Background: an optimization exercise with open tools, aiming at small area, a short achievable clock period and few clock cycles. Do not read the settings as production practice.
RTL that was checked went through simulation tests only; none was proved equivalent to the original.
No activity file was given, so power comes from the tool's default toggle rates.

Design hl_rx_core, start of the top module:
module hl_rx_core (
    input  wire        clk,
    input  wire        rst,           
    input  wire        cmd_valid,
    input  wire [31:0] cmd_word,
    output wire        cmd_ready,
    output reg         rsp_valid,
    output reg  [7:0]  rsp_status,
    output reg  [31:0] rsp_value,
    output reg  [7:0]  rsp_flags,
    output reg         frm_valid,
    output reg  [7:0]  frm_data
);
==> flow/config.mk <==
export PLATFORM = sky130hd
export DESIGN_NAME = hl_rx_core
export DESIGN_NICKNAME = hl_rx_core
export VERILOG_FILES = /design/flow/design.v
export SDC_FILE = /design/flow/constraint.sdc
export NUM_CORES = 4
export LEC_CHECK = 0
export CAP_MARGIN = 30
export CORE_MARGIN = 2
export CORE_UTILIZATION = 65
export CTS_CLUSTER_DIAMETER = 100
export CTS_CLUSTER_SIZE = 30
export PLACE_DENSITY = 0.75
export SLEW_MARGIN = 50
==> flow/constraint.sdc <==
create_clock -name core_clock -period 10.0 [get_ports {clk}]
set_input_delay 2.0000 -clock core_clock [delete_from_list [all_inputs] [get_ports {clk}]]
set_output_delay 2.0000 -clock core_clock [all_outputs]
set_load 0.01 [all_outputs]
standard.sh (not shown) runs the stock make flow with config.mk's settings and CLKGATE_MAP_FILE= SYNTH_SCRIPT=/design/flow/synth_recipe.tcl, a recipe that flattens the netlist after the stock synthesis.
==> flow/flow/run.sh <==
#!/bin/bash
set -euo pipefail
bash standard.sh SETUP_SLACK_MARGIN=6.8 'BUFFER_PORTS_ARGS=-buffer_cell sky130_fd_sc_hd__buf_4' finish > standard.log 2>&1
The starting point completed with no timing, DRC or antenna violations.
Testbench counts at the start, summed over its fixed seeds: cycles 51,888.
Then changed:
- CAP_MARGIN: 30 -> 50
- CORE_UTILIZATION: 65 -> 60
- PLACE_DENSITY: 0.75 -> 0.7
- SLEW_MARGIN: 50 -> 70
Outcome:
- The changed run ran to the end with no violations
- hold slack improved by 0.0057 ns
- sequential power barely changes
- maximum frequency goes up by 0.58%
- design area came out higher by 1.2%
- wire length is lower by 6.3%
- setup slack gains 0.019 ns
- synthesized area does not change
- sequential cell count stays the same
- non-clock buffer count climbs by 14

========
## v6
Another version of the RTL of hl_rx_core (not shown whole).
Size in the first run: ~2800 cells after synthesis, about 94 I/O pins.
Settings: LEC_CHECK=0, CAP_MARGIN=50, CORE_MARGIN=2, CORE_UTILIZATION=60, CTS_CLUSTER_DIAMETER=100, CTS_CLUSTER_SIZE=30, PLACE_DENSITY=0.7, SLEW_MARGIN=70; clock period 10.0 ns.
==> flow/flow/run.sh <==
#!/bin/bash
set -euo pipefail
bash standard.sh SETUP_SLACK_MARGIN=6.5 'BUFFER_PORTS_ARGS=-buffer_cell sky130_fd_sc_hd__buf_4' finish > standard.log 2>&1
v6 went all the way through synthesis, placement and routing and the layout is clean on timing, DRC and antenna.
Testbench counts of v6, summed over its fixed seeds: cycles 51,888.
Inputs modified between v6 and v7:
==> flow/flow/run.sh <==
#!/bin/bash
set -euo pipefail
bash standard.sh SETUP_SLACK_MARGIN=6.8 'BUFFER_PORTS_ARGS=-buffer_cell sky130_fd_sc_hd__buf_4' finish > standard.log 2>&1
In summary, v7 completed successfully, with a layout that passed the timing, design-rule and antenna checks.
NOTE power per cell area v6->v7 decreased slightly
v6 ended up with met4 as its top layer used by detailed routing; v7 ended up with met5.
Non-clock buffer count grows by more than 10% when moving from v6 to v7.
Taking v6 as the reference, in v7 met3 track utilization from global routing neither gained nor lost much; wire length picked up an extra about 2.7%.

========
Setup of run A:
Another version of the RTL of hl_rx_core (not shown whole).
For scale: about 2800 cells after synthesis, ~2200 flip-flops, roughly 68000 sq um of cells after synthesis.
Settings: LEC_CHECK=0, CAP_MARGIN=20, CORE_MARGIN=2, CORE_UTILIZATION=40, PLACE_DENSITY=0.6, SLEW_MARGIN=20; clock period 10.0 ns.
run.sh (not shown) runs the stock make flow with config.mk's settings and CLKGATE_MAP_FILE= SYNTH_SCRIPT=/design/flow/synth_recipe.tcl, a recipe that flattens the netlist after the stock synthesis.
Stock flow here: none of the scripts above is used.
In summary, run A completed successfully, with a layout that passed the timing, design-rule and antenna checks.
Testbench counts of run A, summed over its fixed seeds: cycles 51,888.
### run A -> run B
- CTS_CLUSTER_DIAMETER newly set to 100
- SETUP_SLACK_MARGIN newly set to 5
- SLEW_MARGIN changed from 20 to 70
- CTS_CLUSTER_SIZE newly set to 30
- PLACE_DENSITY changed from 0.6 to 0.7
- CORE_UTILIZATION changed from 40 to 60
- CAP_MARGIN changed from 20 to 50
### Flow results
- Run B completed; timing, DRC and antenna clean
- Initial antenna violation count (lower): run B
- Re overall routing resource usage: run B is 5.8 points up on run A.
- Of the two values seen for worst setup path endpoint, len[2] was produced by run B and len[3] by run A.
- Comparing count of filler cells inserted in the layout for run B and run A, the smaller number came from run B.
- Global-route wire length before repair in run B is 3200 um above run A.
- Diff run A -> run B: post-route core utilization now sits higher, post-place setup slack now sits higher, final worst-path cycle share now sits lower, maximum frequency now sits higher.
- Worst hold slack delta (run B − run A): favourable
--- input diff run B..run C ---
- SLEW_MARGIN changed from 70 to 20
- CAP_MARGIN changed from 50 to 20
- SETUP_SLACK_MARGIN removed (was 5)
- Measured against each other, run B and run C differ in final area, the lower figure coming from run C.
- Run C vs run B — reported net switching power dropped about 0.47%.
- [compare] base=run B new=run C: portion of total power attributed to combinational logic was more or less identical, post-cts repair resize count was more or less identical, sum of buffers and inverters on the critical path went down by 2, share of synthesized area occupied by flip-flops and latches was more or less identical.
- From run C to run B, area of the die did not move at all.

========
v26:
Another version of the RTL of hl_rx_core (not shown whole).
For scale: ~2800 cells after synthesis, ~2200 flip-flops, roughly 94 I/O pins.
clock: 10.0 ns
lec_check: 0
cap_margin: 50
core_margin: 2
core_utilization: 65
cts_cluster_diameter: 60
cts_cluster_size: 40
place_density: 0.75
slew_margin: 70
standard.sh (not shown) runs the stock make flow with config.mk's settings and CLKGATE_MAP_FILE= SYNTH_SCRIPT=/design/flow/synth_recipe.tcl, a recipe that flattens the netlist after the stock synthesis.
==> flow/flow/run.sh <==
#!/bin/bash
set -euo pipefail
bash standard.sh SETUP_SLACK_MARGIN=6.8 'BUFFER_PORTS_ARGS=-buffer_cell sky130_fd_sc_hd__buf_4' finish > standard.log 2>&1
v26 was carried through to the last stage, and its layout satisfied the timing, design-rule and antenna checks.
For v42, these inputs were changed with respect to v26:
Settings: CTS_CLUSTER_SIZE now 30, was 40; PLACE_DENSITY now 0.8, was 0.75; CORE_UTILIZATION now 70, was 65; CTS_CLUSTER_DIAMETER now 100, was 60.
--- outcome ---
Summary of v42 over v26: area growth from synthesis to layout lower; number of clock buffers inserted by TritonCTS lower; wire length higher; power consumption lower; clock skew lower. Sequential share of power was higher in the run labelled v42. Relative to v26, worst hold slack across all endpoints increased by 0.015 ns in v42. v42 has completed all stages; timing, DRC and antenna checks passed. v26 → v42: x dimension of the die fell 3.6%; total number of nets in the final design fell about 0.8%.
diff inputs: v42 => v10
Settings: changing PLACE_DENSITY from 0.8 to 0.7; changing CORE_UTILIZATION from 70 to 60.
==> comparison <==
Going from v42 to v10, the fraction of layout instances using a drive strength above 1 was found to have gone down by 0.35 points. The power density over the cells of v10 falls short of that of v42 by about 0.6%. Sort v42 and v10 by via count of the first global-routing pass, ascending, and v10 comes first.
No functional check of the RTL was part of any run of this note.

[separate check: timing with driven ports]
How much do the figures lean on ideal ports? The routed layouts below were timed once more, with nothing changed but the port constraints. Step 1 (the two cells are an assumption about what drives the block):
set clk [get_ports {clk}]
set_driving_cell -lib_cell sky130_fd_sc_hd__clkbuf_16 $clk
set_driving_cell -lib_cell sky130_fd_sc_hd__buf_2 [delete_from_list [all_inputs] $clk]
Step 2 moves the port delays by t, midway between the first and last clock arrival at a register: inputs arrive t later, outputs are due t later. That takes back most of the time a late clock gives input paths. Three values: no drivers, after step 1, after step 2; two values: the first two.
run	t, ns	setup slack, ns	worst setup path after step 2	cell pins on the clock port's net
the first run of note 1	0.758	6.750 / 6.674 / 6.114	input to register	1
the second run of note 1	0.755	6.768 / 6.696 / 6.054	input to register	1
v6	0.753	6.476 / 6.480 / 5.774	input to register	1
v7	0.752	6.567 / 6.497 / 5.866	input to register	1
run A	0.868	4.400 / 4.459 / 3.591	input to register	1
run B	0.745	5.572 / 5.618 / 4.873	input to register	1
run C	0.754	4.410 / 4.460 / 3.705	input to register	1
v26	0.789	6.545 / 6.586 / 5.797	input to register	1
v42	0.750	6.582 / 6.610 / 5.864	input to register	1
v10	0.768	6.526 / 6.572 / 5.803	input to register	1
After both steps every run listed still meets setup and hold. For run A, which loses most, drivers alone change the setup slack by +0.059 ns; drivers and shift together by -0.809 ns.
